This is an optimization exercise on Yosys and OpenROAD, whose aim is small area, a short achievable clock period and few clock cycles per item, not a production implementation.
In this exercise RTL edits were held to simulation tests only and were not proved equivalent to the original.
Power and IR drop assume default switching activity.

==> wip/indigo <==
// curve_tangler
module curve_tangler (
    input  wire        clk,
    input  wire        rst,         
    input  wire        cmd_valid,
    output wire        cmd_ready,
    input  wire [1:0]  cmd_op,
    input  wire [63:0] cmd_arg,
    output wire        rsp_valid,
    input  wire        rsp_ready,
    output wire [63:0] rsp_data
);
export LEC_CHECK = 0
export ABC_AREA = 1
export CAP_MARGIN = 20
export CORE_MARGIN = 2
export CORE_UTILIZATION = 40
export CTS_BUF_LIST = sky130_fd_sc_hd__clkbuf_4 sky130_fd_sc_hd__clkbuf_8
export CTS_CLUSTER_SIZE = 30
export GPL_ROUTABILITY_DRIVEN = 1
export GPL_TIMING_DRIVEN = 1
export PLACE_DENSITY = 0.6
export SLEW_MARGIN = 20
create_clock -name core_clock -period 10.0 [get_ports {clk}]
standard.sh (not shown) runs the stock make flow with config.mk's settings and CLKGATE_MAP_FILE= SYNTH_SCRIPT=/design/flow/synth_recipe.tcl, a recipe that flattens the netlist after the stock synthesis.
==> flow/flow/run.sh <==
#!/bin/bash
# The standard layout, with these changes to how it is made:
#  - if flow/abc_area.script exists, ABC maps the logic with it
#  - the setup repair aims at the slack margin in flow/margin.txt
#  - the port buffers are sky130_fd_sc_hd__buf_2
# Registers, constraints and clock period are those of the standard flow.
set -euo pipefail
MARGIN=$(cat flow/margin.txt)
rm -rf scripts_x
cp -r "$FLOW_HOME/scripts" scripts_x
if [[ -f flow/abc_area.script ]]; then
  cp flow/abc_area.script scripts_x/abc_area.script
fi
bash standard.sh "SCRIPTS_DIR=$PWD/scripts_x" "SETUP_SLACK_MARGIN=$MARGIN" \
  "BUFFER_PORTS_ARGS=-buffer_cell sky130_fd_sc_hd__buf_2" finish > flow_make.log 2>&1
==> flow/flow/margin.txt <==
5
==> inputs of wip/fjord, as changes to wip/indigo <==
==> flow/run.sh (new file) <==
#!/bin/bash
# synth_recipe.tcl (not shown) runs the flow's synth.tcl, then flattens the netlist and writes it again
# the make line also repeats each setting of config.mk as NAME=value (left out here)
make -C /OpenROAD-flow-scripts/flow DESIGN_CONFIG=/design/flow/config.mk WORK_HOME=/design/flow/orfs CLKGATE_MAP_FILE= SYNTH_SCRIPT=/design/flow/synth_recipe.tcl finish
==> flow/config.mk (replaced) <==
export PLATFORM = sky130hd
export DESIGN_NAME = curve_tangler
export DESIGN_NICKNAME = curve_tangler
export VERILOG_FILES = /design/flow/design.v
export SDC_FILE = /design/flow/constraint.sdc
export NUM_CORES = 4
export LEC_CHECK = 0
export ABC_CLOCK_PERIOD_IN_PS = 3000
export CAP_MARGIN = 20
export CORE_MARGIN = 2
export CORE_UTILIZATION = 40
export GPL_ROUTABILITY_DRIVEN = 1
export GPL_TIMING_DRIVEN = 1
export PLACE_DENSITY = 0.6
export SETUP_SLACK_MARGIN = 5
export SLEW_MARGIN = 20
removed: flow/flow/run.sh
removed: flow/flow/margin.txt
removed: flow/standard.sh
==> results.txt <==
quantity                                                                      wip/fjord                 wip/indigo
Clock-net power                                                              0.000314 W                 0.000269 W
Buffer count from post-CTS setup fixing                                              53                          1
FP Rows                                                                              66                         65
Starting Density                                                                  0.408                      0.403
Share of cells above drive strength 1                                             0.221                      0.183
Critical path data required time                                              10,090 ps                  10,170 ps
Number of DRC markers in iteration 0                                              1,679                      1,305
Cell-internal power                                                           0.00175 W                  0.00124 W
Post-Syn Area                                                               13,300 um^2                12,600 um^2
Number of ordinary inverters in the final layout                                     33                        288
Critical-path top delay cell                                     sky130_fd_sc_hd__or3_1  sky130_fd_sc_hd__clkbuf_4
Post-placement setup slack                                                      2440 ps                    3270 ps
Outcome                                                no timing/DRC/antenna violations  no timing/DRC/antenna violations
Insertion delay of the later-clocked pin in the worst-skew pair                  340 ps                     400 ps
Sequential portion of the cell area                                               0.170                      0.194
Initial antenna violation count                                                       5                          0
Final worst-path setup slack                                                    4480 ps                    5040 ps
First-pass GRT wire length                                                    72,200 um                  65,800 um
TAP cells                                                                           442                        402
WL met2                                                                       20,900 um                  19,800 um
Chip Width                                                                       186 um                     182 um
Testbench counts of wip/indigo, summed over its fixed seeds: cycles 8,008, items 8,000.
Testbench counts of wip/fjord, summed over its fixed seeds: cycles 8,008, items 8,000.

==> re-timing with driven ports <==
How much do the figures lean on ideal ports? The routed layouts below were timed once more, with nothing changed but the port constraints.
Step 1, drivers: a clkbuf_16 drives clk and a buf_2 each remaining input, both assumed.
Step 2 times the ports against the registers' clock, not the clock port: input delays grow and output delays shrink by t, the midpoint of the rising clock arrivals with the driver on.
Slacks: no drivers / after step 1 / after step 2; pairs: no drivers / after step 1.
run	t, ns	setup slack, ns	worst hold slack (ns)	worst setup path at the end	latest minus earliest clock arrival (ns)
wip/indigo	0.433	5.045 / 4.864 / 4.430	0.743 / 0.743 / 0.743	input to register	0.013 / 0.013
wip/fjord	0.385	4.482 / 4.350 / 3.965	0.812 / 0.812 / 0.812	input to register	0.012 / 0.012
After both steps every run listed still meets setup and hold. The setup slack of wip/indigo, which loses most, moves by -0.181 ns with the drivers and by -0.615 ns with both steps.
